From an optimization exercise on the open Yosys and OpenROAD flow, aimed at small area and a short achievable clock period; shortcuts taken in it are not production practice. Where RTL was checked, it was by simulation tests only, not by an equivalence proof against the original. Only the layout flow was run in run 1; the RTL was not checked for function there. Power and IR drop assume default switching activity.

**flow/design.v**
```verilog
module can_crc8 (
    input  wire [55:0] d,     
    output wire [7:0]  crc
);
    function [7:0] crc8_7;
        input [55:0] bytes;
        integer i, b;
        reg [7:0] r;
        begin
            r = 8'h00;
            for (i = 0; i < 7; i = i + 1) begin
                r = r ^ bytes[8*i +: 8];
                for (b = 0; b < 8; b = b + 1) begin
                    if (r[7]) r = {r[6:0], 1'b0} ^ 8'h85;
                    else      r = {r[6:0], 1'b0};
                end
            end
            crc8_7 = r;
        end
    endfunction
    assign crc = crc8_7(d);
endmodule
module can_mutate (
    input  wire        is_pat,       
    input  wire        is_stamp,     
    input  wire        is_inv,       
    input  wire        is_rev,       
    input  wire [63:0] data_in,
    output wire [63:0] data_out
);
    localparam [55:0] PAT     = {8'hFC, 8'hFF, 8'h1F, 8'hFF, 8'hFF, 8'hFF, 8'hFF};
    localparam [7:0]  PAT_CRC = 8'h6B;
    localparam [7:0]  INV_CRC = 8'h0C;       
    wire [55:0] d = data_in[55:0];
    wire [55:0] d_rev;
    genvar i;
    generate
        for (i = 0; i < 7; i = i + 1) begin : g_rev
            assign d_rev[8*i +: 8] = d[8*(6-i) +: 8];
        end
    endgenerate
    wire [7:0] crc_d, crc_rev;
    can_crc8 u_crc_d   (.d(d),     .crc(crc_d));
    can_crc8 u_crc_rev (.d(d_rev), .crc(crc_rev));
    reg [63:0] out;
    always @(*) begin
        out = data_in;
        if (is_pat)   out = {PAT_CRC, PAT};
        if (is_stamp) out = {crc_d, d};
        if (is_inv)   out = {crc_d ^ INV_CRC, ~d};
        if (is_rev)   out = {crc_rev, d_rev};
    end
    assign data_out = out;
endmodule
module can_mutate_class (
    input  wire [28:0] id,
    output wire [4:0]  cls           
);
    localparam [28:0] ID_PAT   = 29'h1DC;
    localparam [28:0] ID_STAMP = 29'h2B0;
    localparam [28:0] ID_INV   = 29'h3A5;
    localparam [28:0] ID_REV   = 29'h0C7;
    localparam [28:0] BL0 = 29'h59E;
    localparam [28:0] BL1 = 29'h13A;
    localparam [28:0] BL2 = 29'h7FF;
    assign cls = {(id == BL0) || (id == BL1) || (id == BL2),
                  id == ID_REV, id == ID_INV, id == ID_STAMP, id == ID_PAT};
endmodule
module can_txq #(
    parameter CAP = 6,
    parameter W   = 97,
    parameter WH  = 33               
) (
    input  wire            clk,
    input  wire            rst,
    input  wire            flush,       
    input  wire            enq,
    input  wire            hdr_we,      
    input  wire [WH-1:0]   enq_hdr,     
    input  wire [W-WH-1:0] enq_body,    
    output wire            empty,
    output wire            drop,        
    output wire [W-1:0]    head_frame   
);
    localparam DEPTH = CAP - 1;         
    localparam RING  = DEPTH - 1;       
    localparam WB    = W - WH;
    reg [2:0]      tail, cnt;
    reg [RING-1:0] wp, rp;
    reg            shown;
    reg [WH-1:0]   ring_h [0:RING-1];
    reg [WB-1:0]   ring_b [0:RING-1];
    reg [WH-1:0]   front_h;
    reg [WB-1:0]   front_b;
    wire       drained = flush && (cnt == 3'd1);
    wire       full_f  = (tail == DEPTH) && !drained;
    wire       acc     = enq && !full_f;
    wire       cnt0    = (cnt == 3'd0);
    wire       reload  = shown && !cnt0;              
    wire       ring_we = (cnt != DEPTH);              
    assign empty = cnt0;
    assign drop  = enq && full_f;
    always @(posedge clk) begin
        if (rst) begin
            tail  <= 3'd0;
            cnt   <= 3'd0;
            shown <= 1'b0;
            wp    <= {{(RING-1){1'b0}}, 1'b1};
            rp    <= {{(RING-1){1'b0}}, 1'b1};
        end else begin
            if (drained)  tail <= acc ? 3'd1 : 3'd0;
            else if (acc) tail <= tail + 3'd1;
            if (flush && !acc)      cnt <= cnt - 3'd1;
            else if (acc && !flush) cnt <= cnt + 3'd1;
            shown <= flush;
            if (acc && !cnt0) wp <= {wp[RING-2:0], wp[RING-1]};
            if (reload)       rp <= {rp[RING-2:0], rp[RING-1]};
        end
    end
    integer k;
    always @(posedge clk) begin
        for (k = 0; k < RING; k = k + 1) begin
            if (wp[k] && ring_we && hdr_we) ring_h[k] <= enq_hdr;
            if (wp[k] && ring_we)           ring_b[k] <= enq_body;
        end
    end
    reg [WH-1:0] nh;
    reg [WB-1:0] nb;
    always @(*) begin
        nh = {WH{1'b0}};
        nb = {WB{1'b0}};
        for (k = 0; k < RING; k = k + 1) begin
            nh = nh | ({WH{rp[k] && (reload || cnt0)}} & ring_h[k]);
            nb = nb | ({WB{rp[k] && reload}}           & ring_b[k]);
        end
        nh = nh | ({WH{!(reload || cnt0)}} & front_h);
        nb = nb | ({WB{cnt0}}              & enq_body)
                | ({WB{!(reload || cnt0)}} & front_b);
    end
    always @(posedge clk) begin
        front_h <= nh;
        front_b <= nb;
    end
    assign head_frame = {front_h, front_b};
endmodule
module can_relay (
    input  wire        clk,
    input  wire        rst,           
    input  wire        repeat_en,     
    input  wire        fast_tick,     
    input  wire        rx1_valid,
    input  wire [28:0] rx1_id,
    input  wire [3:0]  rx1_dlc,
    input  wire [63:0] rx1_data,
    output wire        rx1_take,
    input  wire        rx2_valid,
    input  wire [28:0] rx2_id,
    input  wire [3:0]  rx2_dlc,
    input  wire [63:0] rx2_data,
    output wire        rx2_take,
    input  wire        rx3_valid,
    input  wire [28:0] rx3_id,
    input  wire [3:0]  rx3_dlc,
    input  wire [63:0] rx3_data,
    output wire        rx3_take,
    input  wire [7:0]  eflg1,
    input  wire [7:0]  eflg2,
    input  wire [7:0]  eflg3,
    output wire [2:0]  eflg_clr,      
    output wire [2:0]  cause_clr,     
    output reg         fault,         
    input  wire        tx1_busy,
    output reg         tx1_send,
    output wire [28:0] tx1_id,
    output wire [3:0]  tx1_dlc,
    output wire [63:0] tx1_data,
    output wire        drop1,         
    input  wire        tx2_busy,
    output reg         tx2_send,
    output wire [28:0] tx2_id,
    output wire [3:0]  tx2_dlc,
    output wire [63:0] tx2_data,
    output wire        drop2
);
    localparam CAP_L = 6;
    localparam W     = 97;
    reg  [2:0]  proc, fin;
    reg  [2:0]  rr;           
    reg  [4:0]  ctx_cls;      
    reg  [63:0] ctx_data;
    wire idle = !(|proc) && !(|fin);
    wire v1 = rx1_valid, v2 = rx2_valid, v3 = rx3_valid;
    wire g1 = v1 && (rr[2] || (rr[0] && !v2 && !v3) || (rr[1] && !v3));
    wire g2 = v2 && (rr[0] || (rr[1] && !v3 && !v1) || (rr[2] && !v1));
    wire g3 = v3 && (rr[1] || (rr[2] && !v1 && !v2) || (rr[0] && !v2));
    assign rx1_take = idle && g1;
    assign rx2_take = idle && g2;
    assign rx3_take = idle && g3;
    always @(posedge clk) begin
        if (rst) begin
            proc <= 3'b000;
            fin  <= 3'b000;
            rr   <= 3'b100;
        end else begin
            proc <= {rx3_take, rx2_take, rx1_take};
            fin  <= proc;
            if (idle && (v1 || v2 || v3)) rr <= {g3, g2, g1};
        end
    end
    wire [4:0] cls1, cls2;
    can_mutate_class u_cls1 (.id(rx1_id), .cls(cls1));
    can_mutate_class u_cls2 (.id(rx2_id), .cls(cls2));
    always @(posedge clk) begin
        if (g1) begin ctx_cls <= cls1; ctx_data <= rx1_data; end
        else    begin ctx_cls <= cls2; ctx_data <= rx2_data; end
    end
    wire [63:0] mut_data;
    can_mutate u_mutate (
        .is_pat(ctx_cls[0]), .is_stamp(ctx_cls[1]), .is_inv(ctx_cls[2]), .is_rev(ctx_cls[3]),
        .data_in(ctx_data), .data_out(mut_data)
    );
    wire blacklisted = ctx_cls[4];
    wire forward     = repeat_en && !blacklisted;
    wire enq1        = forward && proc[1];
    wire enq2        = forward && proc[0];
    wire [2:0] ovr     = fin & {|eflg3[7:6], |eflg2[7:6], |eflg1[7:6]};
    wire [2:0] any_err = fin & {|eflg3, |eflg2, |eflg1};
    assign eflg_clr  = ovr;
    assign cause_clr = any_err;
    always @(posedge clk) begin
        if (rst)             fault <= 1'b0;
        else if (|any_err)   fault <= 1'b1;
    end
    reg vis2, vis3;           
    reg fast_pend;
    wire step1 = !vis2 && !vis3 && fast_pend;
    wire step2 = vis2;
    always @(posedge clk) begin
        if (rst) begin
            vis2      <= 1'b0;
            vis3      <= 1'b0;
            fast_pend <= 1'b0;
        end else begin
            fast_pend <= fast_tick || (fast_pend && !step1);
            vis2      <= step1;
            vis3      <= vis2;
        end
    end
    wire         empty1, empty2;
    wire         flush1 = step1 && !empty1 && !tx1_busy;
    wire         flush2 = step2 && !empty2 && !tx2_busy;
    can_txq #(.CAP(CAP_L), .W(W)) u_txq1 (
        .clk(clk), .rst(rst), .flush(flush1), .enq(enq1),
        .hdr_we(!proc[1]), .enq_hdr({rx2_id, rx2_dlc}), .enq_body(mut_data),
        .empty(empty1), .drop(drop1), .head_frame({tx1_id, tx1_dlc, tx1_data})
    );
    can_txq #(.CAP(CAP_L), .W(W)) u_txq2 (
        .clk(clk), .rst(rst), .flush(flush2), .enq(enq2),
        .hdr_we(!proc[0]), .enq_hdr({rx1_id, rx1_dlc}), .enq_body(mut_data),
        .empty(empty2), .drop(drop2), .head_frame({tx2_id, tx2_dlc, tx2_data})
    );
    always @(posedge clk) begin
        if (rst) begin
            tx1_send <= 1'b0;
            tx2_send <= 1'b0;
        end else begin
            tx1_send <= flush1;
            tx2_send <= flush2;
        end
    end
endmodule
```
**flow/run.sh**
```bash
#!/bin/bash
# synth_recipe.tcl (not shown) runs the flow's synth.tcl, then flattens the netlist and writes it again
# the make line also repeats each setting of config.mk as NAME=value (left out here)
make -C /OpenROAD-flow-scripts/flow DESIGN_CONFIG=/design/flow/config.mk WORK_HOME=/design/flow/orfs CLKGATE_MAP_FILE= SYNTH_SCRIPT=/design/flow/synth_recipe.tcl finish
```
**flow/config.mk**
```make
export PLATFORM = sky130hd
export DESIGN_NAME = can_relay
export DESIGN_NICKNAME = can_relay
export VERILOG_FILES = /design/flow/design.v
export SDC_FILE = /design/flow/constraint.sdc
export NUM_CORES = 4
export LEC_CHECK = 0
export CAP_MARGIN = 20
export CORE_MARGIN = 2
export CORE_UTILIZATION = 40
export SETUP_SLACK_MARGIN = 2.0
export SLEW_MARGIN = 20
```
**flow/constraint.sdc**
```tcl
create_clock -name core_clock -period 5.5 [get_ports {clk}]
set_input_delay 1.1000 -clock core_clock [delete_from_list [all_inputs] [get_ports {clk}]]
set_output_delay 1.1000 -clock core_clock [all_outputs]
set_load 0.01 [all_outputs]
```
==> results of run 1 <==
-- state kept, by name, summed over array words and instances, names as in the netlist, 3 cells and up --
signal,cells
ctx_cls,5
ctx_data,64
fin,3
proc,3
rr,3
u_txq1.cnt,3
u_txq1.front_b,64
u_txq1.front_h,33
u_txq1.ring_b,256
u_txq1.ring_h,132
u_txq1.rp,4
u_txq1.tail,3
u_txq1.wp,4
u_txq2.cnt,3
u_txq2.front_b,64
u_txq2.front_h,33
u_txq2.ring_b,256
u_txq2.ring_h,132
u_txq2.rp,4
u_txq2.tail,3
u_txq2.wp,4
-- logic make-up after synthesis --
group | synth area share [%]
buf+inv | 2.02
fa+ha+maj | 0.420
xor+xnor | 7.50
compound gates | 10.4
mux | 2.04
simple gates | 7.09
flops | 70.5
-- report_power, final --
| part | leakage [uW] | internal, uW | switching [uW] |
|---|---|---|---|
| Sequential | 0.00985 | 9420 | 496 |
| Clock | 0.00177 | 4300 | 3140 |
| Combinational | 0.00703 | 8270 | 6610 |
| Total | 0.0187 | 22000 | 10300 |
-- what timing repair did --
item | in CTS | in global routing
resized for setup | 127 | 44
gates cloned | 1 | 0
pin swaps | 32 | 21
buffers inserted | 41 | 19
hold endpoints to repair | 0 | 0
setup endpoints to repair | 88 | 119
-- placed cells by master, fill, tap and decap left out, types with 65 or more instances in the layout --
cell type / instances
sky130_fd_sc_hd__clkdlybuf4s50_1: 422
sky130_fd_sc_hd__mux2_2: 65
sky130_fd_sc_hd__dfxtp_1: 261
sky130_fd_sc_hd__xnor2_1: 91
sky130_fd_sc_hd__nand2_1: 309
sky130_fd_sc_hd__a222oi_1: 128
sky130_fd_sc_hd__buf_4: 114
sky130_fd_sc_hd__nand3_1: 189
sky130_fd_sc_hd__clkbuf_16: 108
sky130_fd_sc_hd__o21ai_0: 71
sky130_fd_sc_hd__edfxtp_1: 776
sky130_fd_sc_hd__a22oi_1: 261
-- critical path: stages (launching register included) --
cell and delay, ns:
sky130_fd_sc_hd__dfxtp_2 0.35, sky130_fd_sc_hd__xor3_2 0.47, sky130_fd_sc_hd__buf_6 0.14, sky130_fd_sc_hd__xnor3_2 0.40, sky130_fd_sc_hd__xnor3_2 0.33, sky130_fd_sc_hd__xnor2_4 0.21, sky130_fd_sc_hd__xnor3_1 0.35, sky130_fd_sc_hd__xnor3_2 0.29
sky130_fd_sc_hd__xnor3_1 0.37, sky130_fd_sc_hd__o211ai_1 0.22, sky130_fd_sc_hd__a21boi_4 0.23, sky130_fd_sc_hd__buf_12 0.14, sky130_fd_sc_hd__a21o_1 0.11
-- through the flow --
step / power, uW / instances / area [um2] / setup slack (ns) / hold slack [ns]
4_1_cts: 31300 / 4786 / 52000 / 1.72 / 0.427
3_5_place_dp: 22300 / 4540 / 47600 / 1.10 / 0.427
6_report: 32200 / 4814 / 52300 / 1.82 / 0.422
3_3_place_gp: 22300 / 4540 / 47600 / 1.12 / 0.421
2_1_floorplan: 19400 / 2856 / 41700 / 2.02 / 0.418
5_1_grt: 33500 / 4811 / 52300 / 1.75 / 0.457
-- metal layers --
layer  part of all wire (%)  global-route usage, %  up-vias
met5                      0                      0        -
met4                    2.8                   6.68        0
met3                    7.4                   4.02      157
li1                       -                      -    11975
met2                     47                   34.3      930
met1                     43                   29.6    13047
-- path summary, 6_finish.rpt --
path / endpoint / slack, ns / depth (start not counted)
worst max-delay path: u_txq2.front_b[63] / 1.82 / 12
worst min-delay path: u_txq2.front_h[8] / 0.42 / 2
worst max register to register: u_txq2.front_b[63] / 1.82 / 12
worst min register to register: u_txq2.front_h[8] / 0.42 / 2
-- cell type report --
cell class              count  area [um2]
flip-flops and latches   1082       29500
clock buffers             151        3030
inverters                  27         101
repair buffers            559        5320
clock inverters            53         601
multi-input cells        1557       12000
well taps                1380        1730
fillers                  8773       51200
diodes                      5        12.5
==> flow_summary.ini, run 1 <==
[status]
status = timing/DRC/antenna clean

[sta]
maxClockFrequency_mhz = 272
timing.setup.tns_ns = 0
setup_viol_count_final = 0
setup_repair_after_global_routing_missed_its_margin = yes
transition_time_at_the_pin_with_the_least_slew_margin_ns = 1.18
final.period_utilization_pct = 66.9
count_of_final_max_slew_check_failures = 0
fin_crit_ns = 3.68
slew_headroom_pct = 20.5
final_hold_viol_count = 0
final.setup_skew_ns = 0.0462

[floorplan]
die_area_mm2 = 0.107
num_io_pins = 532
floorplan.rows = 118
start_util_pct = 40.3
floorplan.die.width_um = 327
core_region_area_mm2 = 0.103
die-height_um = 327

[grt]
globalRoute.totalOverflow = 0
first_global_vias = 25286
pin_count_of_the_biggest_net_entering_global_routing = 72
grt_util_all_layers_pct = 21.4
grt_pass1_wl_um = 170000
initial_antenna_violation_count = 8

[synthesis]
yosysSeqAreaShare_pct = 70.5
netlist-cell-type-count = 59
asyncSetResetFlopFracSynth_pct = 0
post_synth_instance_area_mm2 = 0.0417
synth-seq-cells = 1082
syn-num-nets = 3194
yosys-top-cells-area = sky130_fd_sc_hd__edfxtp_1 56%, sky130_fd_sc_hd__dfxtp_1 15%, sky130_fd_sc_hd__a22oi_1 4.7%
area_share_of_the_largest_cell_type_after_synthesis_pct = 55.9
synth.most_common_cell = sky130_fd_sc_hd__edfxtp_1
commonest_cells_in_the_synthesized_netlist = 776 x sky130_fd_sc_hd__edfxtp_1, 311 x sky130_fd_sc_hd__nand2_1, 306 x sky130_fd_sc_hd__dfxtp_1, 261 x sky130_fd_sc_hd__a22oi_1, 190 x sky130_fd_sc_hd__nand3_1
synth_top_flop_cell = sky130_fd_sc_hd__edfxtp_1
synth-edff-count = 776
synth_area_leader_cell = sky130_fd_sc_hd__edfxtp_1
syn-mean-instance-area_um2 = 14.6
post_synth_inst_count = 2856
ys_warn_count = 6

[finish]
area_growth_syn_to_layout_pct = 25.4
post_route_cells_drive_above_1_share_pct = 15.6
final_net_count = 3673
final_core_util_pct = 50.6

[placed_design]
dp.final_hpwl_um = 72800
buffer_ports.inserted = 434
gp_routability_congestion = 0.849

[power]
cellLeakagePower_uw = 0.0187
worst_ir_drop_vdd_uv = 1950
power-per-cell-area_mw_per_mm2 = 616

[detailed_routing]
drt_iter0_drc = 2773
post-route-drc-count = 0
detail-route-antenna-nets = 0
detailroute.via_count = 26109
totalWireLength_um = 118000
vias_per_cell = 5.42
dr_pass1_iterations = 7
detail_route.wl_per_cell_um = 24.4

[clocking]
tritoncts.num_buffers = 108
tritoncts = done
clkTransAtPathRegs_ns = 0.06
clk_path_buf_depth = 3
postCtsHoldBufs = 0
tritoncts_num_sinks = 1082
clk_latency_ns = 0.70
clock-root-buffer = sky130_fd_sc_hd__clkbuf_16
htree_levels = 3

[worst_setup_path]
worst-setup-path-type = reg2reg
setup.worst_path.start = ctx_data[8]
start_kind = flip-flop
worst_ep_arrival_time_ns = 4.31
cp-end-kind = flip-flop
rr_startpoint = ctx_data[8]
timing.critical_path.fanout_max = 10
timing.critical_path.required_ns = 6.13

[min_path]
holdCritPathClass = reg2reg
hp-start = u_txq2.ring_h[1][8]

[flow_run]
drv.max_cap_violation_count = 0
==> inputs of run 2 (changes only) <==
--- a/flow/design.v
+++ b/flow/design.v
@@ -2,23 +2,16 @@
     input  wire [55:0] d,     
     output wire [7:0]  crc
 );
-    function [7:0] crc8_7;
-        input [55:0] bytes;
-        integer i, b;
-        reg [7:0] r;
-        begin
-            r = 8'h00;
-            for (i = 0; i < 7; i = i + 1) begin
-                r = r ^ bytes[8*i +: 8];
-                for (b = 0; b < 8; b = b + 1) begin
-                    if (r[7]) r = {r[6:0], 1'b0} ^ 8'h85;
-                    else      r = {r[6:0], 1'b0};
-                end
-            end
-            crc8_7 = r;
-        end
-    endfunction
-    assign crc = crc8_7(d);
+    localparam [55:0] M0 = 56'hbfcfebb0cba841;
+    localparam [55:0] M1 = 56'h7e9fd761975183;
+    localparam [55:0] M2 = 56'h43f14473e50b47;
+    localparam [55:0] M3 = 56'h86e289e6ca178e;
+    localparam [55:0] M4 = 56'h0cc513cd952f1c;
+    localparam [55:0] M5 = 56'h188a279a2b5f38;
+    localparam [55:0] M6 = 56'h30144f3457be70;
+    localparam [55:0] M7 = 56'hdfe775d865d4a0;
+    assign crc = {^(d & M7), ^(d & M6), ^(d & M5), ^(d & M4),
+                  ^(d & M3), ^(d & M2), ^(d & M1), ^(d & M0)};
 endmodule
 module can_mutate (
     input  wire        is_pat,       
@@ -185,33 +178,36 @@
     localparam CAP_L = 6;
     localparam W     = 97;
     reg  [2:0]  proc, fin;
-    reg  [2:0]  rr;           
+    reg  [2:0]  rr;
+    reg  [2:0]  pri;
     reg  [4:0]  ctx_cls;      
     reg  [63:0] ctx_data;
-    wire idle = !(|proc) && !(|fin);
     wire v1 = rx1_valid, v2 = rx2_valid, v3 = rx3_valid;
-    wire g1 = v1 && (rr[2] || (rr[0] && !v2 && !v3) || (rr[1] && !v3));
-    wire g2 = v2 && (rr[0] || (rr[1] && !v3 && !v1) || (rr[2] && !v1));
-    wire g3 = v3 && (rr[1] || (rr[2] && !v1 && !v2) || (rr[0] && !v2));
-    assign rx1_take = idle && g1;
-    assign rx2_take = idle && g2;
-    assign rx3_take = idle && g3;
+    assign rx1_take = v1 && (pri[2] || (pri[0] && !v2 && !v3) || (pri[1] && !v3));
+    assign rx2_take = v2 && (pri[0] || (pri[1] && !v3 && !v1) || (pri[2] && !v1));
+    assign rx3_take = v3 && (pri[1] || (pri[2] && !v1 && !v2) || (pri[0] && !v2));
+    wire [2:0] take  = {rx3_take, rx2_take, rx1_take};
+    wire       idle  = |pri;
+    wire       any_v = v1 || v2 || v3;
     always @(posedge clk) begin
         if (rst) begin
             proc <= 3'b000;
             fin  <= 3'b000;
             rr   <= 3'b100;
-        end else begin
-            proc <= {rx3_take, rx2_take, rx1_take};
+            pri  <= 3'b100;
+        end else begin
+            proc <= take;
             fin  <= proc;
-            if (idle && (v1 || v2 || v3)) rr <= {g3, g2, g1};
+            if (idle && any_v) rr <= take;
+            pri  <= (|fin || (idle && !any_v)) ? (idle ? pri : rr) : 3'b000;
         end
     end
     wire [4:0] cls1, cls2;
     can_mutate_class u_cls1 (.id(rx1_id), .cls(cls1));
     can_mutate_class u_cls2 (.id(rx2_id), .cls(cls2));
-    always @(posedge clk) begin
-        if (g1) begin ctx_cls <= cls1; ctx_data <= rx1_data; end
+    wire sel1 = v1 && !(v2 && rr[0]);
+    always @(posedge clk) begin
+        if (sel1) begin ctx_cls <= cls1; ctx_data <= rx1_data; end
         else    begin ctx_cls <= cls2; ctx_data <= rx2_data; end
     end
     wire [63:0] mut_data;
==> flow/flow/run.sh (new file) <==
#!/bin/bash
# The standard layout (standard.sh, unchanged synthesis and steps), with the
# port buffers that buffer_ports inserts made plain sky130 buf_1 cells
# instead of its default choice; the resizer upsizes them where timing needs.
set -euo pipefail
export BUFFER_PORTS_ARGS="-buffer_cell sky130_fd_sc_hd__buf_1"
bash standard.sh > standard_flow.log 2>&1
==> flow/standard.sh (new file) <==
#!/bin/bash
# synth_recipe.tcl (not shown) runs the flow's synth.tcl, then flattens the netlist and writes it again
# the make line also repeats each setting of config.mk as NAME=value (left out here)
make -C /OpenROAD-flow-scripts/flow DESIGN_CONFIG=/design/flow/config.mk WORK_HOME=/design/flow/orfs CLKGATE_MAP_FILE= SYNTH_SCRIPT=/design/flow/synth_recipe.tcl "${@:-finish}"
removed: flow/run.sh
==> flow_summary.ini, run 2 <==
[grt]
globalRoute.totalOverflow = 0
initial_antenna_violation_count = 4
grt_util_all_layers_pct = 21.7
grt_pass1_wl_um = 171000
pin_count_of_the_biggest_net_entering_global_routing = 72
first_global_vias = 25335

[finish]
commonest_non_fill_non_tap_cell_in_the_layout = sky130_fd_sc_hd__edfxtp_1
area_growth_syn_to_layout_pct = 17.3
instances_no_fill = 4845
final_net_count = 3716
post_route_cells_drive_above_1_share_pct = 8.72
final_cell_mix = 776 x sky130_fd_sc_hd__edfxtp_1, 473 x sky130_fd_sc_hd__nand2_1, 433 x sky130_fd_sc_hd__buf_1
finish.instance_area_mm2 = 0.0483
final_core_util_pct = 47.4
top_regs = u_txq1.ring_b x256, u_txq2.ring_b x256
fillerInstances = 9030

[synthesis]
commonest_cells_in_the_synthesized_netlist = 776 x sky130_fd_sc_hd__edfxtp_1, 474 x sky130_fd_sc_hd__nand2_1, 309 x sky130_fd_sc_hd__dfxtp_1, 264 x sky130_fd_sc_hd__a22oi_1, 154 x sky130_fd_sc_hd__clkbuf_1
netlist-cell-type-count = 61
post_synth_instance_area_mm2 = 0.0412
post_synth_inst_count = 2957
yosysSeqAreaShare_pct = 71.6
area_share_of_the_largest_cell_type_after_synthesis_pct = 56.6
syn-num-nets = 3295
ys_warn_count = 5
synth_area_leader_cell = sky130_fd_sc_hd__edfxtp_1
asyncSetResetFlopFracSynth_pct = 0
yosys-top-cells-area = sky130_fd_sc_hd__edfxtp_1 57%, sky130_fd_sc_hd__dfxtp_1 15%, sky130_fd_sc_hd__a22oi_1 4.8%
synth_top_flop_cell = sky130_fd_sc_hd__edfxtp_1
syn-mean-instance-area_um2 = 13.9
synth-edff-count = 776
synth-seq-cells = 1085
synth.most_common_cell = sky130_fd_sc_hd__edfxtp_1

[detailed_routing]
post-route-drc-count = 0
vias_per_cell = 5.48
detail-route-antenna-nets = 0
detail_route.wl_per_cell_um = 24.3
totalWireLength_um = 118000
dr_pass1_iterations = 9
drt_iter0_drc = 3090
detailroute.via_count = 26529

[sta]
worst_slack_ns = 2.15
count_of_final_max_slew_check_failures = 0
setup_viol_count_final = 0
final_hold_viol_count = 0
transition_time_at_the_pin_with_the_least_slew_margin_ns = 1.12
fin_crit_ns = 3.35
setup_repair_after_global_routing_missed_its_margin = yes
timing.setup.tns_ns = 0
slew_headroom_pct = 24.6
maxClockFrequency_mhz = 298
final.setup_skew_ns = 0.0468
final.period_utilization_pct = 60.9

[worst_setup_path]
reg2reg_slack_ns = 2.23
cp-end-kind = output port
timing.critical_path.fanout_max = 4
reg2reg_to = u_txq1.ring_b[3][58]
timing.critical_path.required_ns = 4.40
timing.critical_path.cells = inv_1 -> ha_1 -> ha_2 -> nor3_4 -> and3_1 -> nor3_1 -> buf_1
start_kind = flip-flop
worst-setup-path-type = reg2out
reg2reg_depth = 7
setup.worst_path.start = u_txq1.cnt[0]
worst_ep_arrival_time_ns = 2.25
timing.critical_path.to = drop1
cp_slowest_stage_delay_ns = 0.40
crit_path_top_delay_cell = sky130_fd_sc_hd__dfxtp_1
rr_startpoint = ctx_data[47]

[placed_design]
placed_cells = 4633
dp_slack_ns = 1.81
gp_routability_congestion = 0.934
detailed_place.area_mm2 = 0.0444
buffer_ports.inserted = 434
dp.final_hpwl_um = 72500

[clocking]
cts.repair_timing.setup_buffer_count = 0
htree_levels = 3
tritoncts.num_buffers = 110
clk_path_buf_depth = 3
tritoncts = done
clkTransAtPathRegs_ns = 0.06
clk_latency_ns = 0.71
clock-root-buffer = sky130_fd_sc_hd__clkbuf_16
tritoncts_num_sinks = 1085

[floorplan]
floorplan.die.width_um = 325
die-height_um = 325
start_util_pct = 40.4
num_io_pins = 532
die_area_mm2 = 0.105
core_region_area_mm2 = 0.102
floorplan.rows = 117

[power]
worst_ir_drop_vdd_uv = 306
power-per-cell-area_mw_per_mm2 = 415
cellLeakagePower_uw = 0.0170

[status]
status = timing/DRC/antenna clean

[flow_run]
drv.max_cap_violation_count = 0

[min_path]
holdCritPathClass = reg2reg
==> run 2: cell types whose count changed after synthesis, sizes merged, moves of 8 or more <==
cell   before  now
xnor3      59   38
nor2       55   81
xnor2     125  110
nand2     311  474
nand3     190  150
a31oi       4   37
mux2       65    0
a21o        7   15
==> run 2: layout make-up <==
type / count / area [um2] / share of cell area (%)
antenna: 2 / 5.00 / 0.0104
clock buffer: 153 / 3090 / 6.39
clock inverter: 56 / 803 / 1.66
inverter: 21 / 78.8 / 0.163
multi-input combinational: 1647 / 10900 / 22.6
sequential: 1085 / 29500 / 61.1
tap: 1368 / 1710 / 3.54
timing repair buffer: 513 / 2220 / 4.61
==> run 2: metrics by stage <==
stage	hold WS [ns]	total power, uW
3_5_place_dp	0.427	12300
4_1_cts	0.421	20200
6_report	0.429	20000
2_1_floorplan	0.414	11300
3_3_place_gp	0.421	12300
5_1_grt	0.452	20700
==> run 2: layer usage <==
| metal | global-route usage [%] | part of all wire, % | up-vias | wire [um] |
|---|---|---|---|---|
| li1 | - | - | 12108 | - |
| met1 | 30.8 | 43 | 13189 | 51000 |
| met2 | 33.8 | 46 | 1074 | 53900 |
| met3 | 4.00 | 8.0 | 158 | 9470 |
| met4 | 7.08 | 2.9 | 0 | 3370 |
| met5 | 0 | 0 | - | 0 |
==> run 2: worst min path at each step <==
stage	to	depth (start not counted)	slack, ns	start
floorplan	fin[2]	1	0.41	proc[2]
global placement	u_txq1.front_h[20]	2	0.42	u_txq1.ring_h[2][20]
detailed placement	u_txq1.front_h[15]	2	0.43	u_txq1.ring_h[2][15]
CTS	u_txq1.front_h[18]	2	0.42	u_txq1.ring_h[2][18]
global route	u_txq1.front_h[15]	2	0.45	u_txq1.ring_h[2][15]
finish	u_txq1.front_h[18]	2	0.43	u_txq1.ring_h[2][18]
==> run 2: kinds of logic (layout without fill, tap and decap cells) <==
kind of cell | after synthesis | count (layout) | synth area share [%]
AOI/OAI and AO/OA | 617 | 617 | 11.2
xor gates and xnor gates | 190 | 190 | 5.69
adders and majority gates | 14 | 14 | 0.426
buffers and inverters | 225 | 743 | 2.20
DFF | 1085 | 1085 | 71.6
muxes | 13 | 13 | 0.316
other | 0 | 2 | 0
and+or+nand+nor | 813 | 813 | 8.52
==> run 2: critical path: cells and delay by family (launching register included) <==
family,cells,cell delay [ns]
AND/OR/NAND/NOR,3,0.52
flip-flops,1,0.40
buffers and inverters,2,0.22
adder cells (fa/ha/maj),2,0.42
==> run 2: power by group <==
| part | internal, uW | leakage [uW] | switching, uW | total (uW) |
|---|---|---|---|---|
| Sequential | 9200 | 0.00991 | 346 | 9550 |
| Combinational | 1200 | 0.00522 | 1390 | 2590 |
| Clock | 4700 | 0.00188 | 3200 | 7900 |
==> run 2: what timing repair did <==
action,CTS,global route
endpoints found under the setup margin,18,3
resized for setup,4,2
gates cloned,0,0
endpoints found under the hold margin,0,0
hold buffers,0,0
==> inputs of run 3 (changes only) <==
--- a/flow/config.mk
+++ b/flow/config.mk
@@ -8,5 +8,7 @@
 export CAP_MARGIN = 20
 export CORE_MARGIN = 2
 export CORE_UTILIZATION = 40
-export SETUP_SLACK_MARGIN = 2.0
+export CTS_BUF_LIST = sky130_fd_sc_hd__clkbuf_8
+export CTS_CLUSTER_SIZE = 25
+export SETUP_SLACK_MARGIN = 2.5
 export SLEW_MARGIN = 20
==> flow_summary.ini, run 3 <==
[finish]
final_core_util_pct = 47.3
fillerInstances = 9154
instances_no_fill = 4974
commonest_non_fill_non_tap_cell_in_the_layout = sky130_fd_sc_hd__edfxtp_1
final_cell_mix = 776 x sky130_fd_sc_hd__edfxtp_1, 473 x sky130_fd_sc_hd__nand2_1, 428 x sky130_fd_sc_hd__buf_1
post_route_cells_drive_above_1_share_pct = 11.8
final_net_count = 3790
top_regs = u_txq1.ring_b x256, u_txq2.ring_b x256
area_growth_syn_to_layout_pct = 17.0

[grt]
grt_pass1_wl_um = 173000
pin_count_of_the_biggest_net_entering_global_routing = 79
grt_util_all_layers_pct = 22.1
initial_antenna_violation_count = 5
first_global_vias = 25748
globalRoute.totalOverflow = 0

[power]
share_seq_of_total_power_pct = 50.5
cellLeakagePower_uw = 0.0173
worst_ir_drop_vdd_uv = 224
p_clk_share_pct = 35.8
sw_frac_of_total_pct = 26.5
power-per-cell-area_mw_per_mm2 = 393
power_frac_comb_pct = 13.7
switching_power_uw = 5020
intPower_uw = 13900

[synthesis]
ys_warn_count = 5
synth-edff-count = 776
syn-num-nets = 3295
syn-mean-instance-area_um2 = 13.9
netlist-cell-type-count = 61
yosysSeqAreaShare_pct = 71.6
commonest_cells_in_the_synthesized_netlist = 776 x sky130_fd_sc_hd__edfxtp_1, 474 x sky130_fd_sc_hd__nand2_1, 309 x sky130_fd_sc_hd__dfxtp_1, 264 x sky130_fd_sc_hd__a22oi_1, 154 x sky130_fd_sc_hd__clkbuf_1
area_share_of_the_largest_cell_type_after_synthesis_pct = 56.6
synth_area_leader_cell = sky130_fd_sc_hd__edfxtp_1
yosys-top-cells-area = sky130_fd_sc_hd__edfxtp_1 57%, sky130_fd_sc_hd__dfxtp_1 15%, sky130_fd_sc_hd__a22oi_1 4.8%
synth_top_flop_cell = sky130_fd_sc_hd__edfxtp_1
post_synth_inst_count = 2957
synth-seq-cells = 1085
asyncSetResetFlopFracSynth_pct = 0
post_synth_instance_area_mm2 = 0.0412
synth.most_common_cell = sky130_fd_sc_hd__edfxtp_1

[sta]
hold_slack_ns = 0.416
setup_repair_after_global_routing_missed_its_margin = yes
slew_headroom_pct = 27.9
transition_time_at_the_pin_with_the_least_slew_margin_ns = 1.08
final.period_utilization_pct = 58.9
count_of_final_max_slew_check_failures = 0
timing.setup.tns_ns = 0
fin_crit_ns = 3.24
final.setup_skew_ns = 0.0605
setup_viol_count_final = 0
final_hold_viol_count = 0
maxClockFrequency_mhz = 309

[worst_setup_path]
timing.critical_path.required_ns = 4.40
reg2reg_depth = 7
reg2reg_slack_ns = 2.56
cp-end-kind = output port
worst-setup-path-type = reg2out
timing.critical_path.fanout_max = 4
reg2reg_to = u_txq1.front_b[59]
rr_startpoint = ctx_data[8]
worst_ep_arrival_time_ns = 2.14
start_kind = flip-flop

[detailed_routing]
detailroute.via_count = 27116
post-route-drc-count = 0
vias_per_cell = 5.45
drt_iter0_drc = 3153
totalWireLength_um = 120000
detail_route.wl_per_cell_um = 24.1
dr_pass1_iterations = 8
detail-route-antenna-nets = 0

[clocking]
tritoncts_num_sinks = 1085
clock-root-buffer = sky130_fd_sc_hd__clkbuf_8
clkTransAtPathRegs_ns = 0.06
htree_levels = 4
tritoncts = done
clk_latency_ns = 0.87
clk_path_buf_depth = 3
tritoncts.num_buffers = 175

[floorplan]
die-height_um = 325
die_area_mm2 = 0.105
floorplan.rows = 117
core_region_area_mm2 = 0.102
start_util_pct = 40.4
num_io_pins = 532
floorplan.die.width_um = 325

[placed_design]
placed_cells = 4627
dp.final_hpwl_um = 73700
buffer_ports.inserted = 434
gp_routability_congestion = 0.915

[min_path]
min_delay_worst_endpoint = u_txq1.front_h[31]
worst_hold_path.num_cells = 2
hp-start = u_txq1.ring_h[2][31]
holdCritPathClass = reg2reg

[status]
status = timing/DRC/antenna clean

[flow_run]
drv.max_cap_violation_count = 0
[run 3: worst max path at each step]
stage,from,endpoint,cells after the start
floorplan,tx2_busy,u_txq2.cnt[2],8
global placement,rx2_valid,ctx_cls[0],8
detailed placement,rx2_valid,ctx_cls[0],8
CTS,fast_pend,drop1,5
global route,u_txq1.cnt[0],drop1,7
finish,u_txq1.cnt[0],drop1,7
[run 3: per-stage QoR]
step / worst slack (ns) / total power, uW / instance area, um2
finish: 2.26 / 18900 / 48100
CTS: 2.14 / 19100 / 48000
global placement: 1.84 / 12300 / 44300
global route: 2.16 / 19700 / 48100
floorplan: 2.52 / 11300 / 41200
detailed placement: 1.76 / 12300 / 44300
[run 3: critical path, stage by stage (launching register included)]
cell and delay [ns]:
sky130_fd_sc_hd__dfxtp_4 0.38, sky130_fd_sc_hd__inv_4 0.04, sky130_fd_sc_hd__ha_4 0.15, sky130_fd_sc_hd__ha_4 0.16, sky130_fd_sc_hd__nor3_4 0.19, sky130_fd_sc_hd__and3_4 0.21, sky130_fd_sc_hd__nor3_2 0.04, sky130_fd_sc_hd__buf_4 0.15
[run 3: cells by family (layout without fill, tap and decap cells)]
kind of cell	after synthesis	after routing	share of synthesized area [%]
other cells	0	3	0
xor+xnor	190	190	5.69
mux	13	13	0.316
compound gates	617	617	11.2
fa+ha+maj	14	14	0.426
buf+inv	225	870	2.20
simple gates	813	814	8.52
flops	1085	1085	71.6
[run 3: timing repair]
| item | CTS | global route |
|---|---|---|
| pin swaps | 8 | 9 |
| cloned | 0 | 1 |
| buffers inserted | 10 | 4 |
| hold buffers | 0 | 0 |
| resized for setup | 42 | 36 |
| endpoints found under the setup margin | 82 | 113 |
| hold endpoints to repair | 0 | 0 |
[run 3: final cells by class]
type                    count  area (um2)  share of cell area [%]
inverters                  21        83.8                   0.174
diodes                      3        7.51                  0.0156
flip-flops and latches   1085       29500                    61.3
clock buffers             192        2640                    5.49
well taps                1368        1710                    3.55
repair buffers            521        2310                    4.80
clock inverters           136         847                    1.76
multi-input cells        1648       11000                    22.9
[run 3: power by group through the flow]
stage | clock [uW] | combinational (uW) | sequential [uW]
4_1_cts | 6940 | 2590 | 9560
3_5_place_dp | 0 | 2560 | 9730
6_report | 6790 | 2590 | 9560
5_1_grt | 7310 | 2770 | 9590
3_3_place_gp | 0 | 2540 | 9720
2_1_floorplan | 0 | 1690 | 9630
[run 3: routing by layer]
metal	vias to the layer above	global-route usage [%]	share of wire (%)
li1	12279	-	-
met1	13470	30.7	43
met2	1195	34.6	46
met5	-	0	0
met3	172	5.03	8.3
met4	0	6.57	2.3
==> inputs of run 4 (changes only) <==
==> flow/run.sh (new file) <==
#!/bin/bash
# synth_recipe.tcl (not shown) runs the flow's synth.tcl, then flattens the netlist and writes it again
# the make line also repeats each setting of config.mk as NAME=value (left out here)
make -C /OpenROAD-flow-scripts/flow DESIGN_CONFIG=/design/flow/config.mk WORK_HOME=/design/flow/orfs CLKGATE_MAP_FILE= SYNTH_SCRIPT=/design/flow/synth_recipe.tcl finish
--- a/flow/config.mk
+++ b/flow/config.mk
@@ -8,7 +8,5 @@
 export CAP_MARGIN = 20
 export CORE_MARGIN = 2
 export CORE_UTILIZATION = 40
-export CTS_BUF_LIST = sky130_fd_sc_hd__clkbuf_8
-export CTS_CLUSTER_SIZE = 25
-export SETUP_SLACK_MARGIN = 2.5
+export SETUP_SLACK_MARGIN = 2.0
 export SLEW_MARGIN = 20
removed: flow/flow/run.sh
removed: flow/standard.sh
==> flow_summary.ini, run 4 <==
[min_path]
min_delay_worst_endpoint = u_txq1.front_h[26]
holdCritPathClass = reg2reg
hp-start = u_txq1.ring_h[1][26]
worst_hold_path.num_cells = 2

[sta]
worst_slack_ns = 2.03
slew_headroom_pct = 31.9
final.period_utilization_pct = 63.1
setup_viol_count_final = 0
setup_repair_after_global_routing_missed_its_margin = no
final_hold_viol_count = 0
transition_time_at_the_pin_with_the_least_slew_margin_ns = 1.01
final.setup_skew_ns = 0.0446
count_of_final_max_slew_check_failures = 0
hold_slack_ns = 0.439
maxClockFrequency_mhz = 288
fin_crit_ns = 3.47
timing.setup.tns_ns = 0

[synthesis]
synth_area_leader_cell = sky130_fd_sc_hd__edfxtp_1
ys_warn_count = 5
post_synth_inst_count = 2957
yosysSeqAreaShare_pct = 71.6
asyncSetResetFlopFracSynth_pct = 0
post_synth_instance_area_mm2 = 0.0412
commonest_cells_in_the_synthesized_netlist = 776 x sky130_fd_sc_hd__edfxtp_1, 474 x sky130_fd_sc_hd__nand2_1, 309 x sky130_fd_sc_hd__dfxtp_1, 264 x sky130_fd_sc_hd__a22oi_1, 154 x sky130_fd_sc_hd__clkbuf_1
netlist-cell-type-count = 61
syn-mean-instance-area_um2 = 13.9
area_share_of_the_largest_cell_type_after_synthesis_pct = 56.6
synth.most_common_cell = sky130_fd_sc_hd__edfxtp_1
yosys-top-cells-area = sky130_fd_sc_hd__edfxtp_1 57%, sky130_fd_sc_hd__dfxtp_1 15%, sky130_fd_sc_hd__a22oi_1 4.8%
synth-seq-cells = 1085
syn-num-nets = 3295
synth-edff-count = 776
synth_top_flop_cell = sky130_fd_sc_hd__edfxtp_1

[worst_setup_path]
critPathBufInv = 2
worst-setup-path-type = in2out
crit_path_top_delay_cell = sky130_fd_sc_hd__clkdlybuf4s50_1
worst_path_dominant_cell_family = buffers and inverters
reg2reg_depth = 9
start_kind = input port
worst_ep_arrival_time_ns = 2.37
cp-end-kind = output port
reg2reg_to = u_txq1.front_h[7]
timing.critical_path.required_ns = 4.40
timing.critical_path.fanout_max = 3
worst-path-stages = 5
reg2reg_slack_ns = 2.18
cp_slowest_stage_delay_ns = 0.53
rr_startpoint = u_txq1.cnt[1]
timing.critical_path.cells = clkdlybuf4s50_1 -> nor3_4 -> and3_4 -> nor3_1 -> clkdlybuf4s15_2

[floorplan]
start_util_pct = 40.4
num_io_pins = 532
floorplan.rows = 117
floorplan.die.width_um = 325
core_region_area_mm2 = 0.102
die_area_mm2 = 0.105
die-height_um = 325

[power]
switching_power_uw = 4780
cellLeakagePower_uw = 0.0181
share_seq_of_total_power_pct = 48.3
intPower_uw = 15000
power_frac_comb_pct = 14.6
sw_frac_of_total_pct = 24.1
p_clk_share_pct = 37.1
worst_ir_drop_vdd_uv = 293
power-per-cell-area_mw_per_mm2 = 390

[detailed_routing]
detail_route.wl_per_cell_um = 24.2
totalWireLength_um = 117000
dr_pass1_iterations = 8
detail-route-antenna-nets = 0
detailroute.via_count = 26389
vias_per_cell = 5.45
drt_iter0_drc = 3154
post-route-drc-count = 0

[status]
status = timing/DRC/antenna clean

[grt]
globalRoute.totalOverflow = 0
grt_util_all_layers_pct = 21.5
grt_pass1_wl_um = 169000
initial_antenna_violation_count = 4
pin_count_of_the_biggest_net_entering_global_routing = 67
first_global_vias = 25022

[placed_design]
placed_cells = 4635
dp_slack_ns = 1.50
buffer_ports.inserted = 434
dp.final_hpwl_um = 73300
gp_routability_congestion = 0.917

[clocking]
clk_latency_ns = 0.70
tritoncts = done
tritoncts.num_buffers = 107
clk_path_buf_depth = 3
tritoncts_num_sinks = 1085
clkTransAtPathRegs_ns = 0.06
clock-root-buffer = sky130_fd_sc_hd__clkbuf_16
htree_levels = 3

[finish]
final_cell_mix = 776 x sky130_fd_sc_hd__edfxtp_1, 473 x sky130_fd_sc_hd__nand2_1, 424 x sky130_fd_sc_hd__clkdlybuf4s50_1
area_growth_syn_to_layout_pct = 23.4
commonest_non_fill_non_tap_cell_in_the_layout = sky130_fd_sc_hd__edfxtp_1
post_route_cells_drive_above_1_share_pct = 9.24
instances_no_fill = 4843
final_core_util_pct = 49.9
fillerInstances = 8836
top_regs = u_txq1.ring_b x256, u_txq2.ring_b x256
final_net_count = 3719

[flow_run]
drv.max_cap_violation_count = 0
run 4: cell count changes in the layout (fill, tap and decap cells not counted), sizes merged:
cell           delta
clkdlybuf4s15     +1
nor2b             +1
buf             -433
clkdlybuf4s50   +424
dlygate4sd2       +6
bufinv            +1
clkinvlp          +2
nor2              -1
clkbuf           -37
diode             -2
inv              -81
clkinv           -12
run 4: how the worst max path moves through the flow:
stage	slack (ns)	from	endpoint
2_1_floorplan	2.35	tx2_busy	u_txq2.cnt[2]
3_3_place_gp	1.55	rx2_valid	rx1_take
3_5_place_dp	1.50	rx2_valid	rx1_take
4_1_cts	1.92	rx2_valid	rx1_take
5_1_grt	1.99	u_txq1.cnt[1]	u_txq1.front_h[4]
6_report	2.03	tx1_busy	drop1
run 4: power groups by stage:
stage               Combinational, uW  Sequential, uW  Clock [uW]
finish                           2900            9570        7340
global placement                 2880            9740           0
floorplan                        1690            9630           0
global route                     3090            9600        7830
detailed placement               2900            9740           0
CTS                              2910            9570        7480
run 4: cell families after synthesis:
logic type / Yosys count / share of synthesized area [%]
AND/OR/NAND/NOR: 813 / 8.52
AO/OA/AOI/OAI: 617 / 11.2
XOR/XNOR: 190 / 5.69
flip-flops: 1085 / 71.6
buffers and inverters: 225 / 2.20
adder cells (fa/ha/maj): 14 / 0.426
multiplexers: 13 / 0.316
run 4: final cells by class:
type / instances / area, um2 / area share [%]
Antenna cell: 1 / 2.50 / 0.00493
Inverter: 21 / 78.8 / 0.155
Multi-Input combinational cell: 1648 / 10900 / 21.5
Clock buffer: 156 / 3150 / 6.19
Sequential cell: 1085 / 29500 / 58.1
Clock inverter: 46 / 473 / 0.931
Timing Repair Buffer: 518 / 4970 / 9.79
Tap cell: 1368 / 1710 / 3.37
run 4: per-stage QoR:
step	area, um2	power (uW)
6_report	50800	19800
4_1_cts	50700	20000
3_5_place_dp	47100	12600
2_1_floorplan	41200	11300
3_3_place_gp	47100	12600
5_1_grt	50800	20500
run 4: repair_timing:
item / CTS / global route
setup endpoints to repair: 8 / 37
cloned: 0 / 1
buffers inserted: 1 / 1
hold buffers: 0 / 0
resized for setup: 26 / 6
pin swaps: 0 / 1
run 4: layer usage:
metal | track usage (%) | wire length [um]
met5 | 0 | 0
met4 | 6.45 | 2930
met3 | 3.60 | 9320
met2 | 33.6 | 54200
met1 | 30.8 | 50600
run 4: tightest hold or removal path: cells and delay by family (launching register included):
family | cells | cell delay [ns]
flip-flops | 1 | 0.32
AND/OR/NAND/NOR | 2 | 0.09
==> inputs of run 5 (changes only) <==
--- a/flow/design.v
+++ b/flow/design.v
@@ -85,29 +85,44 @@
     reg [WB-1:0]   ring_b [0:RING-1];
     reg [WH-1:0]   front_h;
     reg [WB-1:0]   front_b;
-    wire       drained = flush && (cnt == 3'd1);
-    wire       full_f  = (tail == DEPTH) && !drained;
+    reg            c0, c1, cf, tf;
+    wire       drained = flush && c1;
+    wire       full_f  = tf && !drained;
     wire       acc     = enq && !full_f;
-    wire       cnt0    = (cnt == 3'd0);
-    wire       reload  = shown && !cnt0;              
-    wire       ring_we = (cnt != DEPTH);              
-    assign empty = cnt0;
-    assign drop  = enq && full_f;
+    wire       reload  = shown && !c0;                
+    wire       ring_we = !cf;                         
+    assign empty = c0;
+    assign drop  = enq && tf && !(flush && c1);
+    reg [2:0] tail_n, cnt_n;
+    always @(*) begin
+        tail_n = tail;
+        if (drained)  tail_n = acc ? 3'd1 : 3'd0;
+        else if (acc) tail_n = tail + 3'd1;
+        cnt_n = cnt;
+        if (flush && !acc)      cnt_n = cnt - 3'd1;
+        else if (acc && !flush) cnt_n = cnt + 3'd1;
+    end
     always @(posedge clk) begin
         if (rst) begin
             tail  <= 3'd0;
             cnt   <= 3'd0;
+            c0    <= 1'b1;
+            c1    <= 1'b0;
+            cf    <= 1'b0;
+            tf    <= 1'b0;
             shown <= 1'b0;
             wp    <= {{(RING-1){1'b0}}, 1'b1};
             rp    <= {{(RING-1){1'b0}}, 1'b1};
         end else begin
-            if (drained)  tail <= acc ? 3'd1 : 3'd0;
-            else if (acc) tail <= tail + 3'd1;
-            if (flush && !acc)      cnt <= cnt - 3'd1;
-            else if (acc && !flush) cnt <= cnt + 3'd1;
+            tail  <= tail_n;
+            cnt   <= cnt_n;
+            c0    <= (cnt_n == 3'd0);
+            c1    <= (cnt_n == 3'd1);
+            cf    <= (cnt_n == DEPTH);
+            tf    <= (tail_n == DEPTH);
             shown <= flush;
-            if (acc && !cnt0) wp <= {wp[RING-2:0], wp[RING-1]};
-            if (reload)       rp <= {rp[RING-2:0], rp[RING-1]};
+            if (acc && !c0) wp <= {wp[RING-2:0], wp[RING-1]};
+            if (reload)     rp <= {rp[RING-2:0], rp[RING-1]};
         end
     end
     integer k;
@@ -123,12 +138,12 @@
         nh = {WH{1'b0}};
         nb = {WB{1'b0}};
         for (k = 0; k < RING; k = k + 1) begin
-            nh = nh | ({WH{rp[k] && (reload || cnt0)}} & ring_h[k]);
+            nh = nh | ({WH{rp[k] && (shown || c0)}} & ring_h[k]);
             nb = nb | ({WB{rp[k] && reload}}           & ring_b[k]);
         end
-        nh = nh | ({WH{!(reload || cnt0)}} & front_h);
-        nb = nb | ({WB{cnt0}}              & enq_body)
-                | ({WB{!(reload || cnt0)}} & front_b);
+        nh = nh | ({WH{!(shown || c0)}} & front_h);
+        nb = nb | ({WB{c0}}                & enq_body)
+                | ({WB{!(shown || c0)}}    & front_b);
     end
     always @(posedge clk) begin
         front_h <= nh;
==> flow/flow/run.sh (new file) <==
#!/bin/bash
# The standard layout (standard.sh: unchanged synthesis and steps) with two
# changes to how cells are chosen:
#  - the port buffers that buffer_ports inserts are plain buf_1 cells
#    instead of its default choice (the resizer upsizes them where timing
#    needs it);
#  - clock tree synthesis builds larger sink clusters and adds no dummy
#    loads (the tree is still balanced by TritonCTS as usual).
set -euo pipefail
export BUFFER_PORTS_ARGS="-buffer_cell sky130_fd_sc_hd__buf_1"
export CTS_ARGS="-sink_clustering_enable -repair_clock_nets -dont_use_dummy_load -sink_clustering_size 24 -sink_clustering_max_diameter 80"
bash standard.sh > standard_flow.log 2>&1
==> flow/standard.sh (new file) <==
#!/bin/bash
# synth_recipe.tcl (not shown) runs the flow's synth.tcl, then flattens the netlist and writes it again
# the make line also repeats each setting of config.mk as NAME=value (left out here)
make -C /OpenROAD-flow-scripts/flow DESIGN_CONFIG=/design/flow/config.mk WORK_HOME=/design/flow/orfs CLKGATE_MAP_FILE= SYNTH_SCRIPT=/design/flow/synth_recipe.tcl "${@:-finish}"
--- a/flow/config.mk
+++ b/flow/config.mk
@@ -8,5 +8,5 @@
 export CAP_MARGIN = 20
 export CORE_MARGIN = 2
 export CORE_UTILIZATION = 40
-export SETUP_SLACK_MARGIN = 2.0
+export SETUP_SLACK_MARGIN = 3.0
 export SLEW_MARGIN = 20
removed: flow/run.sh
==> flow_summary.ini, run 5 <==
[synthesis]
yosys-top-cells-area = sky130_fd_sc_hd__edfxtp_1 56%, sky130_fd_sc_hd__dfxtp_1 15%, sky130_fd_sc_hd__a22oi_1 4.7%
area_share_of_the_largest_cell_type_after_synthesis_pct = 56.4
syn-mean-instance-area_um2 = 13.9
ys_warn_count = 5
asyncSetResetFlopFracSynth_pct = 0
synth_top_flop_cell = sky130_fd_sc_hd__edfxtp_1
syn-num-nets = 3310
synth-edff-count = 776
synth.most_common_cell = sky130_fd_sc_hd__edfxtp_1
post_synth_inst_count = 2980
synth_area_leader_cell = sky130_fd_sc_hd__edfxtp_1
synth-seq-cells = 1093
post_synth_instance_area_mm2 = 0.0413
commonest_cells_in_the_synthesized_netlist = 776 x sky130_fd_sc_hd__edfxtp_1, 509 x sky130_fd_sc_hd__nand2_1, 317 x sky130_fd_sc_hd__dfxtp_1, 261 x sky130_fd_sc_hd__a22oi_1, 182 x sky130_fd_sc_hd__nand3_1
netlist-cell-type-count = 62
yosysSeqAreaShare_pct = 71.8

[finish]
post_route_cells_drive_above_1_share_pct = 14.0
final_core_util_pct = 47.1
commonest_non_fill_non_tap_cell_in_the_layout = sky130_fd_sc_hd__edfxtp_1
top_regs = u_txq1.ring_b x256, u_txq2.ring_b x256
finish.instance_area_mm2 = 0.0480
register_area_mm2 = 0.0298
final_cell_mix = 776 x sky130_fd_sc_hd__edfxtp_1, 504 x sky130_fd_sc_hd__nand2_1, 391 x sky130_fd_sc_hd__buf_1
area_growth_syn_to_layout_pct = 16.3
final_net_count = 3767
multi_input_comb_area_mm2 = 0.0117
fillerInstances = 9065

[min_path]
worst_hold_path.num_cells = 3
hp-start = u_txq1.ring_b[1][60]
holdCritPathClass = reg2reg
min_delay_worst_endpoint = u_txq1.front_b[60]

[worst_setup_path]
reg2reg_depth = 8
worst-setup-path-type = in2out
reg2reg_slack_ns = 2.91
timing.critical_path.fanout_max = 2
timing.critical_path.required_ns = 4.40
reg2reg_to = u_txq1.front_b[58]
cp-end-kind = output port
worst_ep_arrival_time_ns = 1.86
start_kind = input port
rr_startpoint = ctx_data[6]

[detailed_routing]
post-route-drc-count = 0
totalWireLength_um = 121000
drt_iter0_drc = 3081
detailroute.via_count = 26850
vias_per_cell = 5.58
dr_pass1_iterations = 8
detail-route-antenna-nets = 0
detail_route.wl_per_cell_um = 25.1

[status]
status = timing/DRC/antenna clean

[power]
worst_ir_drop_vdd_uv = 302
share_seq_of_total_power_pct = 55.4
p_clk_share_pct = 24.1
power_frac_comb_pct = 20.5
intPower_uw = 12800
sw_frac_of_total_pct = 27.6
cellLeakagePower_uw = 0.0169
switching_power_uw = 4890
power-per-cell-area_mw_per_mm2 = 369

[floorplan]
die_area_mm2 = 0.106
core_region_area_mm2 = 0.102
floorplan.rows = 117
num_io_pins = 532
floorplan.die.width_um = 325
start_util_pct = 40.5
die-height_um = 325

[sta]
fin_crit_ns = 2.96
setup_repair_after_global_routing_missed_its_margin = yes
count_of_final_max_slew_check_failures = 0
final_hold_viol_count = 0
timing.setup.tns_ns = 0
final.setup_skew_ns = 0.148
maxClockFrequency_mhz = 337
slew_headroom_pct = 25.3
transition_time_at_the_pin_with_the_least_slew_margin_ns = 1.12
final.period_utilization_pct = 53.9
setup_viol_count_final = 0

[clocking]
clock-root-buffer = sky130_fd_sc_hd__clkbuf_16
tritoncts = done
clk_path_buf_depth = 3
clkTransAtPathRegs_ns = 0.09
tritoncts.num_buffers = 56
htree_levels = 2
tritoncts_num_sinks = 1093
clk_latency_ns = 0.71

[grt]
grt_util_all_layers_pct = 21.8
grt_pass1_wl_um = 172000
first_global_vias = 24965
globalRoute.totalOverflow = 0
initial_antenna_violation_count = 9
pin_count_of_the_biggest_net_entering_global_routing = 83

[placed_design]
gp_routability_congestion = 0.855
dp.final_hpwl_um = 73400
buffer_ports.inserted = 434
detailed_place.area_mm2 = 0.0448

[flow_run]
drv.max_cap_violation_count = 0
run 5: cell count changes in the layout (fill, tap and decap cells not counted), sizes merged, moves of 8 or more:
cell / change
ha: -8
clkinv: -32
nor2: -36
xnor2: -9
buf: +512
nand3: +32
a31oi: -35
dfxtp: +8
nor2b: +14
clkbuf: -98
nand2: +35
clkdlybuf4s50: -424
run 5: repair_timing:
item,4_1_cts,5_1_grt
pin swaps,50,28
resized for setup,237,88
endpoints found under the setup margin,368,253
cloned,5,0
setup buffers,73,18
hold buffers,0,0
run 5: area by class of cell:
| cell class | count | area share [%] |
|---|---|---|
| Sequential cell | 1093 | 62.0 |
| Multi-Input combinational cell | 1666 | 24.4 |
| Timing Repair Buffer | 601 | 6.89 |
| Tap cell | 1368 | 3.56 |
| Clock buffer | 56 | 2.92 |
| Inverter | 19 | 0.211 |
| Antenna cell | 5 | 0.0260 |
run 5: logic make-up (layout without fill, tap and decap cells):
logic type	after synthesis	after routing	share of synthesized area, %
other cells	0	5	0
mux	20	20	0.485
fa+ha+maj	6	6	0.182
compound gates	583	583	10.6
simple gates	869	873	9.27
flops	1093	1093	71.8
buf+inv	225	676	2.11
xor+xnor	184	184	5.63
run 5: metal layers:
metal | wire length [um] | part of all wire, % | vias up | global-route usage, %
met2 | 55300 | 46 | 1127 | 34.0
met4 | 3270 | 2.7 | 4 | 5.91
met5 | 27 | 0.022 | - | 0
met3 | 9780 | 8.1 | 159 | 3.74
li1 | - | - | 12124 | -
met1 | 52100 | 43 | 13436 | 31.6
run 5: power groups by stage:
stage	clock (uW)	sequential [uW]	combinational (uW)
3_5_place_dp	0	9990	3130
5_1_grt	4650	9860	3850
2_1_floorplan	0	9930	1920
3_3_place_gp	0	9980	3100
6_report	4270	9810	3630
4_1_cts	4390	9810	3570
run 5: how the worst max path moves through the flow:
stage | start | cells after the start | to
2_1_floorplan | u_txq1.wp[1] | 1 | u_txq1.ring_b[1][0]
3_3_place_gp | rx2_valid | 7 | ctx_cls[2]
3_5_place_dp | rx2_valid | 7 | ctx_cls[2]
4_1_cts | vis3 | 6 | drop1
5_1_grt | vis3 | 6 | drop1
6_report | eflg3[3] | 5 | cause_clr[2]
run 5: critical path, cell delays in order:
cell and delay [ns]:
sky130_fd_sc_hd__buf_6 0.10, sky130_fd_sc_hd__nor4_4 0.30, sky130_fd_sc_hd__a21boi_2 0.10, sky130_fd_sc_hd__buf_4 0.15
sky130_fd_sc_hd__buf_6 0.12
run 5: metrics by stage:
step | hold WS [ns] | worst slack, ns | cells | power (uW)
after detailed placement | 0.426 | 1.94 | 4651 | 13100
after global routing | 0.419 | 2.45 | 4806 | 18400
after floorplan | 0.414 | 1.80 | 2980 | 11900
final | 0.395 | 2.54 | 4808 | 17700
after global placement | 0.420 | 1.93 | 4648 | 13100
after CTS | 0.391 | 2.51 | 4785 | 17800
==> inputs of run 6 (changes only) <==
--- a/flow/flow/run.sh
+++ b/flow/flow/run.sh
@@ -8,5 +8,5 @@
 #    loads (the tree is still balanced by TritonCTS as usual).
 set -euo pipefail
 export BUFFER_PORTS_ARGS="-buffer_cell sky130_fd_sc_hd__buf_1"
-export CTS_ARGS="-sink_clustering_enable -repair_clock_nets -dont_use_dummy_load -sink_clustering_size 24 -sink_clustering_max_diameter 80"
+export CTS_ARGS="-sink_clustering_enable -repair_clock_nets -dont_use_dummy_load -sink_clustering_size 30 -sink_clustering_max_diameter 100"
 bash standard.sh > standard_flow.log 2>&1
--- a/flow/config.mk
+++ b/flow/config.mk
@@ -8,5 +8,5 @@
 export CAP_MARGIN = 20
 export CORE_MARGIN = 2
 export CORE_UTILIZATION = 40
-export SETUP_SLACK_MARGIN = 3.0
+export SETUP_SLACK_MARGIN = 2.5
 export SLEW_MARGIN = 20
==> flow_summary.ini, run 6 <==
[synthesis]
yosysSeqAreaShare_pct = 71.8
syn-num-nets = 3310
synth.most_common_cell = sky130_fd_sc_hd__edfxtp_1
yosys-top-cells-area = sky130_fd_sc_hd__edfxtp_1 56%, sky130_fd_sc_hd__dfxtp_1 15%, sky130_fd_sc_hd__a22oi_1 4.7%
area_share_of_the_largest_cell_type_after_synthesis_pct = 56.4
synth-seq-cells = 1093
ys_warn_count = 5
syn-mean-instance-area_um2 = 13.9
post_synth_inst_count = 2980
post_synth_instance_area_mm2 = 0.0413
netlist-cell-type-count = 62
synth_top_flop_cell = sky130_fd_sc_hd__edfxtp_1
asyncSetResetFlopFracSynth_pct = 0
commonest_cells_in_the_synthesized_netlist = 776 x sky130_fd_sc_hd__edfxtp_1, 509 x sky130_fd_sc_hd__nand2_1, 317 x sky130_fd_sc_hd__dfxtp_1, 261 x sky130_fd_sc_hd__a22oi_1, 182 x sky130_fd_sc_hd__nand3_1
synth_area_leader_cell = sky130_fd_sc_hd__edfxtp_1
synth-edff-count = 776

[grt]
pin_count_of_the_biggest_net_entering_global_routing = 89
grt_pass1_wl_um = 165000
first_global_vias = 24551
initial_antenna_violation_count = 9
grt_util_all_layers_pct = 20.9
globalRoute.totalOverflow = 0

[power]
worst_ir_drop_vdd_uv = 261
share_seq_of_total_power_pct = 58.1
power-per-cell-area_mw_per_mm2 = 366
p_clk_share_pct = 22.5
switching_power_uw = 4670
cellLeakagePower_uw = 0.0160
fin_total_pwr_uw = 16900
sw_frac_of_total_pct = 27.6
intPower_uw = 12200
power_frac_comb_pct = 19.5

[worst_setup_path]
cp-end-kind = flip-flop
rr_startpoint = ctx_cls[2]
worst_ep_arrival_time_ns = 3.24
reg2reg_slack_ns = 2.54
reg2reg_depth = 5
start_kind = flip-flop
timing.critical_path.required_ns = 5.78
worst-setup-path-type = reg2reg
reg2reg_to = u_txq1.ring_b[0][7]
timing.critical_path.fanout_max = 56

[detailed_routing]
detail_route.wl_per_cell_um = 24.3
vias_per_cell = 5.47
drt_iter0_drc = 2789
detailroute.via_count = 25790
post-route-drc-count = 0
detail-route-antenna-nets = 0
totalWireLength_um = 114000
dr_pass1_iterations = 9

[finish]
multi_input_comb_area_mm2 = 0.0111
fillerInstances = 9297
area_growth_syn_to_layout_pct = 11.5
top_regs = u_txq1.ring_b x256, u_txq2.ring_b x256
finish.instance_area_mm2 = 0.0461
post_route_cells_drive_above_1_share_pct = 7.21
final_net_count = 3676
final_cell_mix = 776 x sky130_fd_sc_hd__edfxtp_1, 505 x sky130_fd_sc_hd__nand2_1, 428 x sky130_fd_sc_hd__buf_1
commonest_non_fill_non_tap_cell_in_the_layout = sky130_fd_sc_hd__edfxtp_1
register_area_mm2 = 0.0297

[min_path]
min_delay_worst_endpoint = u_txq2.front_h[6]
holdCritPathClass = reg2reg
hp-start = u_txq2.ring_h[0][6]
worst_hold_path.num_cells = 2

[floorplan]
core_region_area_mm2 = 0.102
start_util_pct = 40.5
die-height_um = 325
num_io_pins = 532
floorplan.die.width_um = 325
floorplan.rows = 117
die_area_mm2 = 0.106

[clocking]
postCtsHoldBufs = 0
clkTransAtPathRegs_ns = 0.10
clk_latency_ns = 0.67
tritoncts = done
tritoncts.num_buffers = 44
clk_path_buf_depth = 3
clock-root-buffer = sky130_fd_sc_hd__clkbuf_16
htree_levels = 2
tritoncts_num_sinks = 1093

[placed_design]
gp_routability_congestion = 0.876
dp.final_hpwl_um = 71200
detailed_place.area_mm2 = 0.0445
buffer_ports.inserted = 434

[status]
status = timing/DRC/antenna clean

[sta]
setup_repair_after_global_routing_missed_its_margin = yes
timing.setup.tns_ns = 0
final_hold_viol_count = 0
transition_time_at_the_pin_with_the_least_slew_margin_ns = 1.17
slew_headroom_pct = 21.8
final.period_utilization_pct = 53.8
fin_crit_ns = 2.96
maxClockFrequency_mhz = 338
setup_viol_count_final = 0
count_of_final_max_slew_check_failures = 0
final.setup_skew_ns = 0.0761

[flow_run]
drv.max_cap_violation_count = 0
==> run 6: changes by cell type in the layout (fill, tap and decap cells not counted), moves of 15 or more <==
cell	change
sky130_fd_sc_hd__buf_4	-39
sky130_fd_sc_hd__buf_1	+37
sky130_fd_sc_hd__buf_6	-43
sky130_fd_sc_hd__dfxtp_1	+35
sky130_fd_sc_hd__xnor2_1	+21
sky130_fd_sc_hd__buf_2	-19
sky130_fd_sc_hd__dfxtp_4	-27
sky130_fd_sc_hd__xnor2_2	-15
==> run 6: cells by family (layout without fill, tap and decap cells) <==
logic type,count (synthesis),in the layout,synth area share (%)
AOI/OAI and AO/OA,583,584,10.6
xor gates and xnor gates,184,184,5.63
adders and majority gates,6,6,0.182
buffers and inverters,225,588,2.11
DFF,1093,1093,71.8
muxes,20,20,0.485
other,0,6,0
and+or+nand+nor,869,869,9.27
==> run 6: critical path, cell delays in order, from the launching register on <==
cell and delay, ns:
sky130_fd_sc_hd__dfxtp_2 0.33, sky130_fd_sc_hd__buf_4 0.46, sky130_fd_sc_hd__a21o_1 0.52, sky130_fd_sc_hd__buf_4 0.27, sky130_fd_sc_hd__o21ai_0 0.08, sky130_fd_sc_hd__o21ai_1 0.90
==> run 6: what timing repair did <==
action	CTS	global route
cloned	1	0
setup buffers	10	8
resized for setup	46	26
pin swaps	8	8
setup endpoints to repair	95	109
==> run 6: through the flow <==
| step | cells | utilization (%) | hold slack, ns | setup slack (ns) |
|---|---|---|---|---|
| 3_5_place_dp | 4646 | 43.6 | 0.425 | 1.91 |
| 2_1_floorplan | 2980 | - | 0.414 | 1.80 |
| 3_3_place_gp | 4646 | 43.6 | 0.419 | 1.94 |
| 5_1_grt | 4716 | 45.2 | 0.454 | 2.45 |
| 4_1_cts | 4701 | 45.0 | 0.435 | 2.45 |
| 6_report | 4718 | 45.2 | 0.426 | 2.54 |
==> run 6: cell type report <==
| cell class | instances | area share, % |
|---|---|---|
| flip-flops and latches | 1093 | 64.4 |
| multi-input cells | 1663 | 24.2 |
| diodes | 6 | 0.0326 |
| well taps | 1368 | 3.71 |
| inverters | 19 | 0.155 |
| repair buffers | 525 | 5.14 |
| clock buffers | 44 | 2.39 |
==> run 6: metal layers <==
metal	part of all wire (%)	track usage (%)	vias up
met5	0	0	-
met4	2.9	6.21	0
li1	-	-	11926
met2	45	31.8	974
met3	9.2	5.31	136
met1	43	29.4	12754
==> run 6: power by group through the flow <==
stage	registers (uW)	clock network (uW)	logic, uW
floorplan	9930	0	1900
global placement	9970	0	3040
global route	9860	4180	3530
finish	9800	3800	3290
detailed placement	9980	0	3070
CTS	9800	3920	3300
==> run 6: worst max path at each step <==
stage	from	endpoint	slack, ns
final	ctx_cls[2]	u_txq1.ring_b[0][7]	2.54
after global routing	ctx_cls[2]	u_txq1.ring_b[0][7]	2.45
after CTS	ctx_cls[2]	u_txq1.ring_b[3][25]	2.45
after detailed placement	ctx_data[10]	u_txq2.ring_b[2][59]	1.91
after global placement	ctx_data[10]	u_txq2.ring_b[0][59]	1.94
after floorplan	u_txq1.wp[1]	u_txq1.ring_b[1][0]	1.80

static timing again, ports no longer ideal:
How much do the figures lean on ideal ports? The routed layouts below were timed once more, with nothing changed but the port constraints. Step 1 assumes that a clkbuf_16 drives the clock port and a buf_2 every other input. Step 2, shift: input delay + t, output delay - t, t = (earliest + latest rising clock arrival at the registers) / 2. This alone moves slack from input paths to output paths. a / b / c = no drivers / after step 1 / after step 2; a / b = the first two.
run	shift t [ns]	slack for setup (ns)	worst setup path after step 2	latest minus earliest clock arrival (ns)	worst register clock-pin slew, ns
run 1	0.747	1.821 / 1.821 / 1.598	input to register	0.048 / 0.048	0.07 / 0.07
run 2	0.757	2.148 / 2.080 / 1.860	input to register	0.047 / 0.046	0.07 / 0.07
run 3	0.904	2.263 / 2.196 / 1.848	input to register	0.067 / 0.067	0.07 / 0.07
run 4	0.744	2.028 / 1.936 / 1.792	input to register	0.049 / 0.049	0.06 / 0.06
run 5	0.715	2.537 / 2.483 / 2.035	input to register	0.153 / 0.153	0.10 / 0.10
run 6	0.697	2.540 / 2.478 / 2.238	input to register	0.085 / 0.085	0.12 / 0.12
After both steps every run listed still meets setup and hold. The setup slack of run 5, which loses most, moves by -0.054 ns with the drivers and by -0.502 ns with both steps.
